Context: an optimization exercise on an open-source flow, tuned for small area and a short achievable clock period. The choices shown serve that exercise and are no tape-out recipe.
Only simulation tests tie the RTL to the original design; equivalence was not proved.

## flow/design.v (module list and top-level ports; edited modules follow where they fit)
// module o22a_cell: 9 lines
// module inv_cell: 6 lines
// module booth_enc: 10 lines
// module o22ai_cell: 9 lines
// module xnor2_cell: 7 lines
// module mux2i_cell: 8 lines
// module fa_cell: 10 lines
// module ha_cell: 9 lines
// module fft_butterfly_r2: 6741 lines
module fft_butterfly_r2 (
    input  wire        clk,
    input  wire        rst,
    input  wire        in_valid,
    input  wire        inverse,
    input  wire [31:0] a_re,
    input  wire [31:0] a_im,
    input  wire [31:0] b_re,
    input  wire [31:0] b_im,
    input  wire [31:0] w_re,
    input  wire [31:0] w_im,
    output reg         out_valid,
    output reg  [31:0] x0_re,
    output reg  [31:0] x0_im,
    output reg  [31:0] x1_re,
    output reg  [31:0] x1_im
);
  // ...
==> flow/flow/run.sh <==
#!/bin/bash
# Layout flow: the standard synthesis, then the standard layout
# steps (floorplan, place, cts, route, finish) with these settings changed:
#  - ports are buffered with buf_1 cells (repair upsizes them where the
#    timing needs it) instead of the resizer's default choice, a slow
#    delay cell;
#  - the clock tree clusters at most 15 flip-flops within 50 um under each
#    leaf buffer (clkbuf_8).
# Each step's full output goes to a log file of its own in this folder.
set -euo pipefail
SETUP_MARGIN=62.6
KNOBS=("SETUP_SLACK_MARGIN=$SETUP_MARGIN"
       "BUFFER_PORTS_ARGS=-buffer_cell sky130_fd_sc_hd__buf_1"
       "CTS_ARGS=-sink_clustering_enable -repair_clock_nets -sink_clustering_size 15 -sink_clustering_max_diameter 50 -sink_clustering_buffer sky130_fd_sc_hd__clkbuf_8")
bash standard.sh synth > synth.log 2>&1
bash standard.sh "${KNOBS[@]}" floorplan > floorplan.log 2>&1
bash standard.sh "${KNOBS[@]}" place > place.log 2>&1
bash standard.sh "${KNOBS[@]}" cts > cts.log 2>&1
bash standard.sh "${KNOBS[@]}" finish > finish.log 2>&1
==> flow/standard.sh <==
#!/bin/bash
# synth_recipe.tcl (not shown) runs the flow's synth.tcl, then flattens the netlist and writes it again
# the make line also repeats each setting of config.mk as NAME=value (left out here)
make -C /OpenROAD-flow-scripts/flow DESIGN_CONFIG=/design/flow/config.mk WORK_HOME=/design/flow/orfs CLKGATE_MAP_FILE= SYNTH_SCRIPT=/design/flow/synth_recipe.tcl "${@:-finish}"
==> flow/config.mk <==
export PLATFORM = sky130hd
export DESIGN_NAME = fft_butterfly_r2
export DESIGN_NICKNAME = fft_butterfly_r2
export VERILOG_FILES = /design/flow/design.v
export SDC_FILE = /design/flow/constraint.sdc
export NUM_CORES = 8
export LEC_CHECK = 0
export CAP_MARGIN = 20
export CORE_MARGIN = 2
export CORE_UTILIZATION = 60
export SETUP_SLACK_MARGIN = 2
export SLEW_MARGIN = 20
export SYNTH_HIERARCHICAL = 1
==> flow/constraint.sdc <==
create_clock -name core_clock -period 80.0 [get_ports {clk}]
set_input_delay 16.0000 -clock core_clock [delete_from_list [all_inputs] [get_ports {clk}]]
set_output_delay 16.0000 -clock core_clock [all_outputs]
set_load 0.01 [all_outputs]
==> results list, run 1 <==
- Fin Setup TNS: 0 ns
- In this run the cell area of the synthesized design comes to 114000 um^2.
- Worst hold path class: reg2reg
- Leaving out the clock tree, the finished layout contains a buffer count of 762.
- Count of input and output buffers: 324
- Number of violations of the max-capacitance limit: 0
* First-pass GRT wire length: 667 mm
* Max_slew headroom: 0.110
* Total global-route track usage: 0.440
- Cell types with the largest area share after synthesis: sky130_fd_sc_hd__fa_1, sky130_fd_sc_hd__o22ai_1, sky130_fd_sc_hd__xnor2_1
- In the final routed layout, each cell accounts on average for 26.1 um.
* Setup slack, reg-to-reg: 63.13 ns
- Post-synthesis share of cell area spent on full adders, half adders and majority gates: 0.297
* Status: complete, no violations
- The number of antenna diodes in the final layout is 22.
* Combinational family with the most area after synthesis: adder cells
- The post-synthesis compound-gate area fraction came to 0.244.
* # H-tree levels: 3
- Counting every sink on the clock net gives 645.
- Critical-path cell with the highest stage delay: sky130_fd_sc_hd__dfxtp_1
- Wire length on met3: 57.3 mm
* DRT antenna net count: 0
* Met2 WL post-DR: 190 mm
- Cell type contributing the most total cell area after synthesis: sky130_fd_sc_hd__fa_1
- The tree is rooted in a sky130_fd_sc_hd__clkbuf_16.
==> run 2: changes to the inputs <==
--- a/flow/design.v
+++ b/flow/design.v
@@ -3779,21 +3779,26 @@
         assign ic_s107 = m[21] ^ ic_g80;
         wire ic_s108;
         assign ic_s108 = m[22] ^ ic_g60;
         wire ic_s109;
         assign ic_s109 = m[23] ^ ic_g82;
         wire ic_s110;
         assign ic_s110 = 1'b0 ^ ic_g46;
         wire [24:0] mr = {ic_s110, ic_s109, ic_s108, ic_s107, ic_s106, ic_s105, ic_s104, ic_s103, ic_s102, ic_s101, ic_s100, ic_s99, ic_s98, ic_s97, ic_s96, ic_s95, ic_s94, ic_s93, ic_s92, ic_s91, ic_s90, ic_s89, ic_s88, ic_s87, ic_s86};
-        wire [9:0]  ef  = em1 + {8'd0, mr[24:23]};
+        wire [9:0]  ef_p1 = em1 + 10'd1;
+        wire [9:0]  ef_p2 = em1 + 10'd2;
+        wire        ef_o1 = (em1 >= 10'd254);
+        wire        ef_o2 = (em1 >= 10'd253);
+        wire [9:0]  ef = mr[24] ? ef_p2 : mr[23] ? ef_p1 : em1;
+        wire        ef_ovf = mr[24] ? ef_o2 : (mr[23] & ef_o1);
         assign y = (a_nan | b_nan | (a_inf & b_zero) | (b_inf & a_zero)) ? 32'h7fc0_0000 :
                    (a_inf | b_inf)  ? {s, 8'hff, 23'd0} :
                    (a_zero | b_zero) ? {s, 31'd0} :
-                   (ef >= 10'd255)  ? {s, 8'hff, 23'd0} :
+                   ef_ovf           ? {s, 8'hff, 23'd0} :
                                       {s, ef[7:0], mr[22:0]};
         end
     endgenerate
     reg [127:0] r1_prod;
     reg [31:0]  r1_are, r1_aim;
     always @(posedge clk) begin
         r1_prod <= prod;
         r1_are  <= r0_are;
@@ -5016,18 +5021,23 @@
         assign ic_s107 = nm[21] ^ ic_g80;
         wire ic_s108;
         assign ic_s108 = nm[22] ^ ic_g60;
         wire ic_s109;
         assign ic_s109 = nm[23] ^ ic_g82;
         wire ic_s110;
         assign ic_s110 = 1'b0 ^ ic_g46;
         wire [24:0] mr = {ic_s110, ic_s109, ic_s108, ic_s107, ic_s106, ic_s105, ic_s104, ic_s103, ic_s102, ic_s101, ic_s100, ic_s99, ic_s98, ic_s97, ic_s96, ic_s95, ic_s94, ic_s93, ic_s92, ic_s91, ic_s90, ic_s89, ic_s88, ic_s87, ic_s86};
-        wire [9:0]  ef  = em1 + {8'd0, mr[24:23]};
-        wire [31:0] pk  = (ef >= 10'd255) ? {x[31], 8'hff, 23'd0} : {x[31], ef[7:0], mr[22:0]};
+        wire [9:0]  ef_p1 = em1 + 10'd1;
+        wire [9:0]  ef_p2 = em1 + 10'd2;
+        wire        ef_o1 = (em1 >= 10'd254);
+        wire        ef_o2 = (em1 >= 10'd253);
+        wire [9:0]  ef = mr[24] ? ef_p2 : mr[23] ? ef_p1 : em1;
+        wire        ef_ovf = mr[24] ? ef_o2 : (mr[23] & ef_o1);
+        wire [31:0] pk  = ef_ovf ? {x[31], 8'hff, 23'd0} : {x[31], ef[7:0], mr[22:0]};
         wire p_nan = (&p[30:23]) & (|p[22:0]);
         wire q_nan = (&q[30:23]) & (|q[22:0]);
         wire p_inf = (&p[30:23]) & ~(|p[22:0]);
         wire q_inf = (&q[30:23]) & ~(|q[22:0]);
         assign y = (p_nan | q_nan | (p_inf & q_inf & (p[31] ^ q[31]))) ? 32'h7fc0_0000 :
                    p_inf ? p :
                    q_inf ? q :
                    (lz == 5'd28) ? {p[31] & q[31], 31'd0} : pk;
@@ -6241,18 +6251,23 @@
         assign is_s107 = m_s[21] ^ is_g80;
         wire is_s108;
         assign is_s108 = m_s[22] ^ is_g60;
         wire is_s109;
         assign is_s109 = m_s[23] ^ is_g82;
         wire is_s110;
         assign is_s110 = 1'b0 ^ is_g46;
         wire [24:0] mr_s = {is_s110, is_s109, is_s108, is_s107, is_s106, is_s105, is_s104, is_s103, is_s102, is_s101, is_s100, is_s99, is_s98, is_s97, is_s96, is_s95, is_s94, is_s93, is_s92, is_s91, is_s90, is_s89, is_s88, is_s87, is_s86};
-        wire [9:0]  ef_s  = em1_s + {8'd0, mr_s[24:23]};
-        wire [31:0] r_s   = (ef_s >= 10'd255) ? {p[31], 8'hff, 23'd0} : {p[31], ef_s[7:0], mr_s[22:0]};
+        wire [9:0]  ef_s_p1 = em1_s + 10'd1;
+        wire [9:0]  ef_s_p2 = em1_s + 10'd2;
+        wire        ef_s_o1 = (em1_s >= 10'd254);
+        wire        ef_s_o2 = (em1_s >= 10'd253);
+        wire [9:0]  ef_s = mr_s[24] ? ef_s_p2 : mr_s[23] ? ef_s_p1 : em1_s;
+        wire        ef_s_ovf = mr_s[24] ? ef_s_o2 : (mr_s[23] & ef_s_o1);
+        wire [31:0] r_s   = ef_s_ovf ? {p[31], 8'hff, 23'd0} : {p[31], ef_s[7:0], mr_s[22:0]};
         reg  [4:0]  lz;
         integer     i;
         always @* begin
             lz = 5'd27;
             for (i = 0; i < 27; i = i + 1)
                 if (dif[i]) lz = 5'd26 - i[4:0];
         end
         wire [7:0]  exm1 = ex - 8'd1;
@@ -6776,20 +6791,25 @@
         assign id_s107 = nm_d[21] ^ id_g80;
         wire id_s108;
         assign id_s108 = nm_d[22] ^ id_g60;
         wire id_s109;
         assign id_s109 = nm_d[23] ^ id_g82;
         wire id_s110;
         assign id_s110 = 1'b0 ^ id_g46;
         wire [24:0] mr_d = {id_s110, id_s109, id_s108, id_s107, id_s106, id_s105, id_s104, id_s103, id_s102, id_s101, id_s100, id_s99, id_s98, id_s97, id_s96, id_s95, id_s94, id_s93, id_s92, id_s91, id_s90, id_s89, id_s88, id_s87, id_s86};
-        wire [9:0]  ef_d  = em1_d + {8'd0, mr_d[24:23]};
+        wire [9:0]  ef_d_p1 = em1_d + 10'd1;
+        wire [9:0]  ef_d_p2 = em1_d + 10'd2;
+        wire        ef_d_o1 = (em1_d >= 10'd254);
+        wire        ef_d_o2 = (em1_d >= 10'd253);
+        wire [9:0]  ef_d = mr_d[24] ? ef_d_p2 : mr_d[23] ? ef_d_p1 : em1_d;
+        wire        ef_d_ovf = mr_d[24] ? ef_d_o2 : (mr_d[23] & ef_d_o1);
         wire        sg_d  = p[31] ^ swap;
         wire [31:0] r_d   = (lz == 5'd27) ? 32'd0 :
-                            (ef_d >= 10'd255) ? {sg_d, 8'hff, 23'd0} : {sg_d, ef_d[7:0], mr_d[22:0]};
+                            ef_d_ovf ? {sg_d, 8'hff, 23'd0} : {sg_d, ef_d[7:0], mr_d[22:0]};
         wire same  = ~(p[31] ^ q[31]);
         wire p_nan = (&p[30:23]) & (|p[22:0]);
         wire q_nan = (&q[30:23]) & (|q[22:0]);
         wire p_inf = (&p[30:23]) & ~(|p[22:0]);
         wire q_inf = (&q[30:23]) & ~(|q[22:0]);
         assign ys = (p_nan | q_nan | (p_inf & q_inf & ~same)) ? 32'h7fc0_0000 :
                     p_inf ? p :
                     q_inf ? q :
==> run 2 against run 1 <==
Effect of this change: worst hold slack improved by 0.012 ns; synthesized area increased by 1.4%; cell count increased by 0.64%; sequential share of layout area about the same; first-iteration DRC count increased by 9.3%.
==> results list, run 2 <==
- Status: complete, no violations (unchanged).
- The initial core utilization came to 0.605 (about the same).
- Sum of routed wire length over all layers: 452 mm (was 444 mm)
- The data arrival time of the critical path was 1.30 ns (was 1.27 ns).
- RePlAce Congestion: 1.03 (was 1.05)
* Element type at the critical path start: register (unchanged)
- Half-perimeter wire length of the detailed placement result: 330 mm (was 319 mm)
- Inserted Clock Buffers: 77 (unchanged)
- Required time of the worst setup path: 64.00 ns (about the same)
* Critical-path cell with the highest stage delay: sky130_fd_sc_hd__dfxtp_1 (unchanged)
- Final-report setup violation count: 0 (unchanged)
- The area of the mapped netlist was 115000 um^2 (was 114000 um^2).
* Slew at the pin closest to its max-slew limit: 1.28 ns (was 1.33 ns)
- Most used cells in the layout excluding fill and tap cells: sky130_fd_sc_hd__o22ai_1, sky130_fd_sc_hd__xnor2_1, sky130_fd_sc_hd__nand2_1 (unchanged).
- Unrepaired setup endpoints after global routing: false (was true)
* Area share of the leading cell type in the synthesized netlist: 0.182 (was 0.186)
- The standard cell core area was 191000 um^2 (was 188000 um^2).
- First-pass GRT wire length: 682 mm (was 667 mm)
* Detail-routed net length per standard cell: 26.4 um (was 26.1 um)
* Via count of the routed design: 120000 (was 118000)
* Biggest register: r1_prod (unchanged)
- Cell types with the largest area share after synthesis: sky130_fd_sc_hd__fa_1, sky130_fd_sc_hd__o22ai_1, sky130_fd_sc_hd__xnor2_1 (unchanged)
* Per-instance average area after synthesis: 8.19 um^2 (was 8.24 um^2)
* Number of flip-flops and latches in the synthesized netlist: 645 (unchanged)
- The number of library cell types mapped by synthesis is 120 (was 131).
- The number of global-route vias before repair is 117000 (was 116000).
- Die Footprint: 196000 um^2 (was 193000 um^2)
- CTS tree: yes (unchanged)
- Remaining routing DRC violations: 0 (unchanged)
* Critical Path Max Stage Delay: 0.41 ns (was 0.36 ns)
- Library cell with the highest instance count after synthesis: sky130_fd_sc_hd__o22ai_1 (unchanged)
- The initial DRC count is 15900 (was 14500).
- The synthesized instance count came to 14100 (was 13800).
- Flip-flop count of the largest register after layout: 128 (unchanged)
- Largest fanout on the critical path: 1 (unchanged)
* Total global-route track usage: 0.441 (was 0.440)
- Via density: 6.99 (was 6.92)
- The relative area change from synthesis to final layout was 7.57% (was 9.78%).
* Placement row count: 160 (was 159)
* Count of flip-flops with a built-in enable after synthesis: 0 (unchanged)
- The worst-case clock skew was 0.0687 ns (was 0.0675 ns).
- The post-layout utilization of the core is 0.651 (was 0.664).
* Worst path buffer plus inverter count: 1 (unchanged)
- The die outline height was 442 um (was 439 um).
- List of most frequent post-synthesis cells: sky130_fd_sc_hd__o22ai_1, sky130_fd_sc_hd__xnor2_1, sky130_fd_sc_hd__nand2_1, sky130_fd_sc_hd__inv_1, sky130_fd_sc_hd__fa_1 (was sky130_fd_sc_hd__o22ai_1, sky130_fd_sc_hd__xnor2_1, sky130_fd_sc_hd__inv_1, sky130_fd_sc_hd__nand2_1, sky130_fd_sc_hd__fa_1).
* Final hold slack: 0.331 ns (was 0.320 ns)
- Dpl cell area: 121000 um^2 (was 120000 um^2)
* Warnings, synthesis: 7 (unchanged)
- The number of buffers on the longest clock path came to 3 (unchanged).
- The most common cell after layout, fill and taps aside is sky130_fd_sc_hd__o22ai_1 (unchanged).
- The worst-case headroom to the max-slew limit is 0.143 (was 0.110).
- Cell type contributing the most total cell area after synthesis: sky130_fd_sc_hd__fa_1 (unchanged)
* Antenna violations before repair: 16 (was 34)
- Biggest regs: r1_prod (128), r2_t (64) (unchanged)
- Fin Setup TNS: 0 ns (unchanged)
- The latest clock arrival within the worst-skew pair came to 0.74 ns (about the same).
- Pin count of the biggest net entering global routing: 105 (was 75)
* Post-Place Cells: 16900 (was 16600)
- The sequential-to-total area share from yosys stat is 0.112 (was 0.114).
- Crit path cell chain: buf_1 (unchanged)
- Total gr overflow: 0 (unchanged)
- The sink count of the clock tree came to 645 (unchanged).
* Count of input and output buffers: 324 (unchanged)
- Family with the most delay on the worst path: flip-flops (unchanged)
* Final number of hold-violating endpoints: 0 (unchanged)
- The area of all placed cells without fillers was 124000 um^2 (was 125000 um^2).
* Most instantiated flip-flop cell in the synthesis netlist: sky130_fd_sc_hd__dfxtp_1 (unchanged)
* Clock root buffer master: sky130_fd_sc_hd__clkbuf_16 (unchanged)
- Async SR Flop Fraction: 0 (unchanged)
- The clock period minus worst slack was 17.30 ns (was 17.27 ns).
- Pre-antenna DRT Iters: 13 (was 8)
- Number of fill cells in the layout: 16400 (was 16000)
- The worst min-delay path category is reg2reg (unchanged).
* Tcrit/Tclk final: 0.216 (about the same)
* Layout cells sized above 1: 0.0551 (was 0.0835)
- The maximum clock rate is 57.8 MHz (was 57.9 MHz).
- The clock slew at the register clock pins of the worst setup and hold paths is 0.08 ns (was 0.09 ns).
* Count of pins over their slew limit: 0 (unchanged)
* Path type of the worst setup path: reg2out (unchanged)
- Total number of nets in the final design: 16800 (was 16700)
* Type of element capturing the critical path: output port (unchanged)
* Post-route insts no fill: 17100 (was 17000)
* Number of violations of the max-capacitance limit: 0 (unchanged)
- DRT antenna net count: 0 (unchanged)
- The number of H-tree levels was 3 (unchanged).
* I/O Pins: 325 (unchanged)
- The overall die width was 442 um (was 439 um).
## run 2: cell count changes after synthesis, moves of 19 or more
cell                       delta
sky130_fd_sc_hd__nand2_1     +88
sky130_fd_sc_hd__o21ai_0     +87
sky130_fd_sc_hd__nand3_1     -58
sky130_fd_sc_hd__and2_1      +44
sky130_fd_sc_hd__a21boi_0    +41
sky130_fd_sc_hd__ha_1        +32
sky130_fd_sc_hd__a21oi_1     -31
sky130_fd_sc_hd__xnor2_1     +31
sky130_fd_sc_hd__a22oi_1     -28
sky130_fd_sc_hd__o22ai_1     +19
sky130_fd_sc_hd__or3_1       +19
## run 2: final cells by class
class                           count  area (um^2)  area share
Antenna cell                       11         27.5    0.000222
Clock buffer                       86         1200     0.00971
Clock inverter                     50          687     0.00554
Inverter                         1182         4510      0.0364
Multi-Input combinational cell  12000        98000       0.790
Sequential cell                   645        13000       0.105
Tap cell                         2511         3140      0.0253
Timing Repair Buffer              602         3420      0.0276
Timing Repair inverter             16         80.1    0.000646
## run 2: cell families (layout without fill, tap and decap cells)
| family | Yosys count | after routing | share of synthesized area |
|---|---|---|---|
| and+or+nand+nor | 3442 | 3442 | 0.142 |
| DFF | 645 | 645 | 0.112 |
| AOI/OAI and AO/OA | 4487 | 4487 | 0.251 |
| buffers and inverters | 1431 | 1936 | 0.0470 |
| adders and majority gates | 2090 | 2090 | 0.295 |
| other | 1 | 21 | 0.0000325 |
| muxes | 137 | 137 | 0.0125 |
| xor gates and xnor gates | 1840 | 1840 | 0.141 |
## run 2: worst reg2reg max path, delay by kind of cell, from the launching register on
| family | cells | cell delay, ns |
|---|---|---|
| xor gates and xnor gates | 4 | 1.04 |
| muxes | 1 | 0.36 |
| AOI/OAI and AO/OA | 30 | 6.21 |
| DFF | 1 | 0.48 |
| and+or+nand+nor | 19 | 3.96 |
| adders and majority gates | 9 | 2.16 |
| buffers and inverters | 13 | 2.15 |
## run 2: through the flow
| stage | setup WS, ns |
|---|---|
| after floorplan | 63.67 |
| after global placement | 61.92 |
| after detailed placement | 61.75 |
| after CTS | 62.51 |
| after global routing | 62.55 |
| final | 62.70 |
## run 2: per-module statistics from Yosys, one instance, submodules excluded
module,times used,cells,area [um^2],flip-flops and latches
inv_cell,160,1,3.75,0
ha_cell,356,1,12.5,0
xnor2_cell,1104,1,8.76,0
o22ai_cell,2444,1,6.26,0
fft_butterfly_r2,1,8731,62600,645
booth_enc,24,4,30.0,0
o22a_cell,150,1,8.76,0
fa_cell,1032,1,20.0,0
## run 2: repair_timing
action	4_1_cts	5_1_grt
gates cloned	4	13
hold buffers	0	0
resized for setup	24	96
hold endpoints to repair	0	0
pin swaps	3	8
endpoints found under the setup margin	146	186
setup buffers	2	31
## run 2: path summary, 6_finish.rpt
kind / from / depth (start not counted) / endpoint / slack, ns
hold / removal: r1_aim[12] / 0 / r2_aim[12] / 0.33
setup reg to reg: r1_prod[25] / 76 / r2_t[27] / 63.52
hold reg to reg: r1_aim[12] / 0 / r2_aim[12] / 0.33
setup / recovery: x0_re[2] / 1 / x0_re[2] / 62.70
## run 2: routing by layer
layer	global-route usage	vias up	share of wire
met1	0.545	56300	0.37
li1	-	52300	-
met5	0.000488	-	0.00034
met3	0.134	2428	0.13
met2	0.664	8526	0.42
met4	0.294	14	0.083
==> run 3: changes to the inputs <==
--- a/flow/flow/run.sh
+++ b/flow/flow/run.sh
@@ -6,11 +6,11 @@
 #    delay cell;
 #  - the clock tree clusters at most 15 flip-flops within 50 um under each
-#    leaf buffer (clkbuf_8).
+#    leaf buffer (clkbuf_8), and adds no dummy loads.
 # Each step's full output goes to a log file of its own in this folder.
 set -euo pipefail
-SETUP_MARGIN=62.6
+SETUP_MARGIN=62.3
 KNOBS=("SETUP_SLACK_MARGIN=$SETUP_MARGIN"
        "BUFFER_PORTS_ARGS=-buffer_cell sky130_fd_sc_hd__buf_1"
-       "CTS_ARGS=-sink_clustering_enable -repair_clock_nets -sink_clustering_size 15 -sink_clustering_max_diameter 50 -sink_clustering_buffer sky130_fd_sc_hd__clkbuf_8")
+       "CTS_ARGS=-sink_clustering_enable -repair_clock_nets -sink_clustering_size 15 -sink_clustering_max_diameter 50 -sink_clustering_buffer sky130_fd_sc_hd__clkbuf_8 -dont_use_dummy_load")
 bash standard.sh synth > synth.log 2>&1
 bash standard.sh "${KNOBS[@]}" floorplan > floorplan.log 2>&1
--- a/flow/config.mk
+++ b/flow/config.mk
@@ -6,8 +6,8 @@
 export NUM_CORES = 8
 export LEC_CHECK = 0
-export CAP_MARGIN = 20
+export CAP_MARGIN = 10
 export CORE_MARGIN = 2
 export CORE_UTILIZATION = 60
 export SETUP_SLACK_MARGIN = 2
-export SLEW_MARGIN = 20
+export SLEW_MARGIN = 10
 export SYNTH_HIERARCHICAL = 1
==> run 3 against run 2 <==
Effect of this change: final area fell by 0.74%; critical endpoint is now x0_re[4]; worst hold slack got worse by 0.013 ns; non-clock buffer count shrank 3; still clean on timing, DRC and antenna; global-route usage decreased by 0.080 points; critical path type unchanged; synthesized area did not move; flip-flop and latch count did not move; clock skew grew 0.014 ns; die area did not move.
==> results list, run 3 <==
- The proportion of synthesized flip-flops having asynchronous set or reset was 0 (unchanged).
- The required time of the critical path came to 64.00 ns (about the same).
* TritonCTS sink count: 645 (unchanged)
* Critical register-to-register path startpoint: r1_prod[26] (was r1_prod[25])
* RePlAce Congestion: 1.03 (unchanged)
* Status: complete, no violations (unchanged)
- The routed via count divided by cell count came to 7.00 (was 6.99).
- The number of maximum-capacitance constraint violations was 0 (unchanged).
* Tcrit/Tclk final: 0.215 (was 0.216)
* Max_slew headroom: 0.100 (was 0.143)
- Unrepaired setup endpoints after global routing: false (unchanged).
- Minimum clock period after layout: 17.24 ns (was 17.30 ns)
- The dominant synthesized flop cell was sky130_fd_sc_hd__dfxtp_1 (unchanged).
- Crit path cell chain: buf_1 (unchanged).
- Slew at the pin closest to its max-slew limit: 1.35 ns (was 1.28 ns)
- The sequential-to-total area share from yosys stat came to 0.112 (unchanged).
- The number of nets still failing antenna checks after routing came to 0 (unchanged).
* Area of the core: 191000 um^2 (unchanged)
- The total stage count of the critical path was 1 (unchanged).
* F_max: 58.0 MHz (was 57.8 MHz)
- Via count of the routed design: 119000 (was 120000)
- CTS tree: yes (unchanged)
- The combined global-route utilization of all metal layers came to 0.441 (about the same).
* Synthesized area: 115000 um^2 (unchanged)
* Capture point of the worst path: x0_re[4] (was x0_re[2])
- Number of fill cells in the layout: 16500 (was 16400)
* Critical-path cell with the highest stage delay: sky130_fd_sc_hd__dfxtp_1 (unchanged)
- The routed wirelength normalized by instance count was 26.5 um (was 26.4 um).
* Setup Skew: 0.0830 ns (was 0.0687 ns)
- Min-Delay Path Depth: 0 (unchanged)
* Signal arrival time at the worst endpoint: 1.24 ns (was 1.30 ns)
- Layout Area Growth over Synthesis: 6.77% (was 7.57%)
- The clock slew at the register clock pins of the worst setup and hold paths came to 0.09 ns (was 0.08 ns).
- Pin count of the biggest net entering global routing: 105 (unchanged)
- Post-synthesis share of cell area spent on full adders, half adders and majority gates: 0.295 (unchanged)
- Count of input and output buffers: 324 (unchanged)
- The xor-xnor portion of the synthesized cell area was 0.141 (unchanged).
- The number of flops mapped to enable cells by yosys is 0 (unchanged).
- Total number of nets in the final design: 16800 (about the same)
- The family with the most delay on the worst path is flip-flops (unchanged).
- Library cell with the highest instance count after synthesis: sky130_fd_sc_hd__o22ai_1 (unchanged)
- Worst path buffer plus inverter count: 1 (unchanged)
- Most used cells in the layout excluding fill and tap cells: sky130_fd_sc_hd__o22ai_1, sky130_fd_sc_hd__xnor2_1, sky130_fd_sc_hd__nand2_1 (unchanged).
- Largest fanout on the critical path: 1 (unchanged)
- The number of antenna violations at the first check in global routing is 18 (was 16).
* Sequential Area: 13000 um^2 (about the same)
* Final-report setup violation count: 0 (unchanged)
- Largest buffer count on any clock path: 3 (unchanged)
- Footprint of the multi-input gates: 97900 um^2 (was 98000 um^2)
* Reg-to-Reg End: r2_t[27] (unchanged)
- Remaining routing DRC violations: 0 (unchanged)
* Worst hold path class: reg2reg (unchanged)
- The largest area contributor in the synthesized netlist was sky130_fd_sc_hd__fa_1 (unchanged).
- Starting DRT DRC Count: 15500 (was 15900)
- Warnings, synthesis: 7 (unchanged)
* Number of flip-flops and latches in the synthesized netlist: 645 (unchanged)
- The number of library cell types mapped by synthesis came to 120 (unchanged).
- Element type at the critical path start: register (unchanged)
- The top register by number of flip-flops was r1_prod (unchanged).
- Clock latency (worst-skew pair): 0.71 ns (was 0.74 ns)
- The startpoint of the tightest hold check path was r1_aim[21] (was r1_aim[12]).
* Initial Util: 0.605 (unchanged)
* Biggest regs: r1_prod (128), r2_t (64) (unchanged)
- Per-instance average area after synthesis: 8.19 um^2 (unchanged)
- The most common cell after layout, fill and taps aside is sky130_fd_sc_hd__o22ai_1 (unchanged).
* # H-tree levels: 3 (unchanged)
* Combinational family with the most area after synthesis: adder cells (unchanged)
- The synthesized instance count came to 14100 (unchanged).
- The overall die width was 442 um (unchanged).
- Total of hold buffers inserted after clock tree synthesis: 0 (unchanged)
- Post-synthesis mux area share: 0.0125 (unchanged)
- Cell types with the largest area share after synthesis: sky130_fd_sc_hd__fa_1, sky130_fd_sc_hd__o22ai_1, sky130_fd_sc_hd__xnor2_1 (unchanged).
- Layout cells sized above 1: 0.0501 (was 0.0551)
* Inserted Clock Buffers: 77 (unchanged)
* Worst setup path startpoint: x0_re[4] (was x0_re[2])
* Type of element capturing the critical path: output port (unchanged)
- The remaining global-route overflow is 0 (unchanged).
* Sum of routed wire length over all layers: 451 mm (was 452 mm)
- The first-pass detailed-route iteration total was 10 (was 13).
* Share of the synthesized area in compound gates (AO/OA/AOI/OAI): 0.251 (unchanged)
- The area share of and/or/nand/nor cells after synthesis is 0.142 (unchanged).
* Flip-flop count of the largest register after layout: 128 (unchanged)
- Count of pins over their slew limit: 0 (unchanged)
* List of most frequent post-synthesis cells: sky130_fd_sc_hd__o22ai_1, sky130_fd_sc_hd__xnor2_1, sky130_fd_sc_hd__nand2_1, sky130_fd_sc_hd__inv_1, sky130_fd_sc_hd__fa_1 (unchanged)
- Die H: 442 um (unchanged)
- Half-perimeter wire length of the detailed placement result: 330 mm (unchanged)
- The delay contributed by the slowest stage of the critical path was 0.38 ns (was 0.41 ns).
- Cell depth of the worst flop-to-flop path: 75 (was 76)
- Die Footprint: 196000 um^2 (unchanged)
- The cell chosen for the clock root is sky130_fd_sc_hd__clkbuf_16 (unchanged).
- The register-to-register setup slack was 63.32 ns (was 63.52 ns).
* Area share of the leading cell type in the synthesized netlist: 0.182 (unchanged)
* Placement row count: 160 (unchanged)
- The I/O pin total is 325 (unchanged).
* Via count of the first global-routing pass: 117000 (about the same)
- Path type of the worst setup path: reg2out (unchanged)
- The global-route wire length before repair is 680 mm (was 682 mm).
- The setup TNS after final layout was 0 ns (unchanged).
* Final number of hold-violating endpoints: 0 (unchanged)
run 3: cell families (layout without fill, tap and decap cells):
group / after synthesis / after routing
flip-flops: 645 / 645
AO/OA/AOI/OAI: 4487 / 4487
buffers and inverters: 1431 / 1872
multiplexers: 137 / 137
XOR/XNOR: 1840 / 1840
other: 1 / 15
adder cells (fa/ha/maj): 2090 / 2090
AND/OR/NAND/NOR: 3442 / 3442
run 3: cell type report:
type | instances | share of cell area
Antenna cell | 5 | 0.000102
Clock buffer | 77 | 0.00943
Inverter | 1182 | 0.0366
Multi-Input combinational cell | 12000 | 0.795
Sequential cell | 645 | 0.106
Tap cell | 2511 | 0.0255
Timing Repair Buffer | 599 | 0.0273
Timing Repair inverter | 14 | 0.000569
run 3: metrics by stage:
step	instances	util	setup slack (ns)	hold WS, ns	instance area (um^2)
2_1_floorplan	14100	-	63.67	0.310	115000
3_3_place_gp	16900	0.636	61.92	0.310	121000
3_5_place_dp	16900	0.636	61.75	0.312	121000
4_1_cts	17000	0.642	62.24	0.318	122000
5_1_grt	17000	0.646	62.26	0.324	123000
6_report	17000	0.646	62.76	0.318	123000
run 3: per-layer routing:
layer | vias up | GRT usage | routed length (um)
li1 | 52200 | - | -
met1 | 56100 | 0.545 | 165000
met2 | 8527 | 0.660 | 190000
met3 | 2451 | 0.133 | 58300
met4 | 20 | 0.300 | 38000
met5 | - | 0.00440 | 195
run 3: worst min-delay path by stage:
stage                      end
finish              r2_aim[21]
global route        r2_aim[21]
CTS                 r2_aim[21]
detailed placement   r1_are[1]
global placement    r1_are[31]
floorplan            r1_aim[0]
run 3: repair_timing:
action                     CTS  global route
setup endpoints to repair   98           186
hold endpoints to repair     0             0
pin swaps                    0             8
gates resized for setup     14            83
cloned                       3            11
setup buffers                0            32
run 3: modules after synthesis, one instance, submodules excluded:
module	copies in the design	flip-flops and latches	cell area, um^2	cells
inv_cell	160	0	3.75	1
o22ai_cell	2444	0	6.26	1
booth_enc	24	0	30.0	4
xnor2_cell	1104	0	8.76	1
ha_cell	356	0	12.5	1
o22a_cell	150	0	8.76	1
fft_butterfly_r2	1	645	62600	8731
fa_cell	1032	0	20.0	1

afterwards: timing with drivers on the ports:
Ports are ideal in the flow. The routed layouts listed here were re-timed in OpenROAD. Step 1 sets driving cells, clkbuf_16 on the clock port and buf_2 on the other inputs (assumed; they add their load-dependent delay and slew). Step 2 also shifts input and output timing later by t, the mid clock arrival at the registers, as if the neighbouring blocks saw the same clock. Three values: no drivers, after step 1, after step 2; two values: the first two.
run	shift t [ns]	slack for setup (ns)	worst data-port slew with drivers (ns)
run 1	0.807	62.732 / 62.629 / 63.134	0.17
run 2	0.812	62.700 / 62.597 / 63.409	0.07
run 3	0.769	62.762 / 62.658 / 63.322	0.07
After both steps every run listed still meets setup and hold.
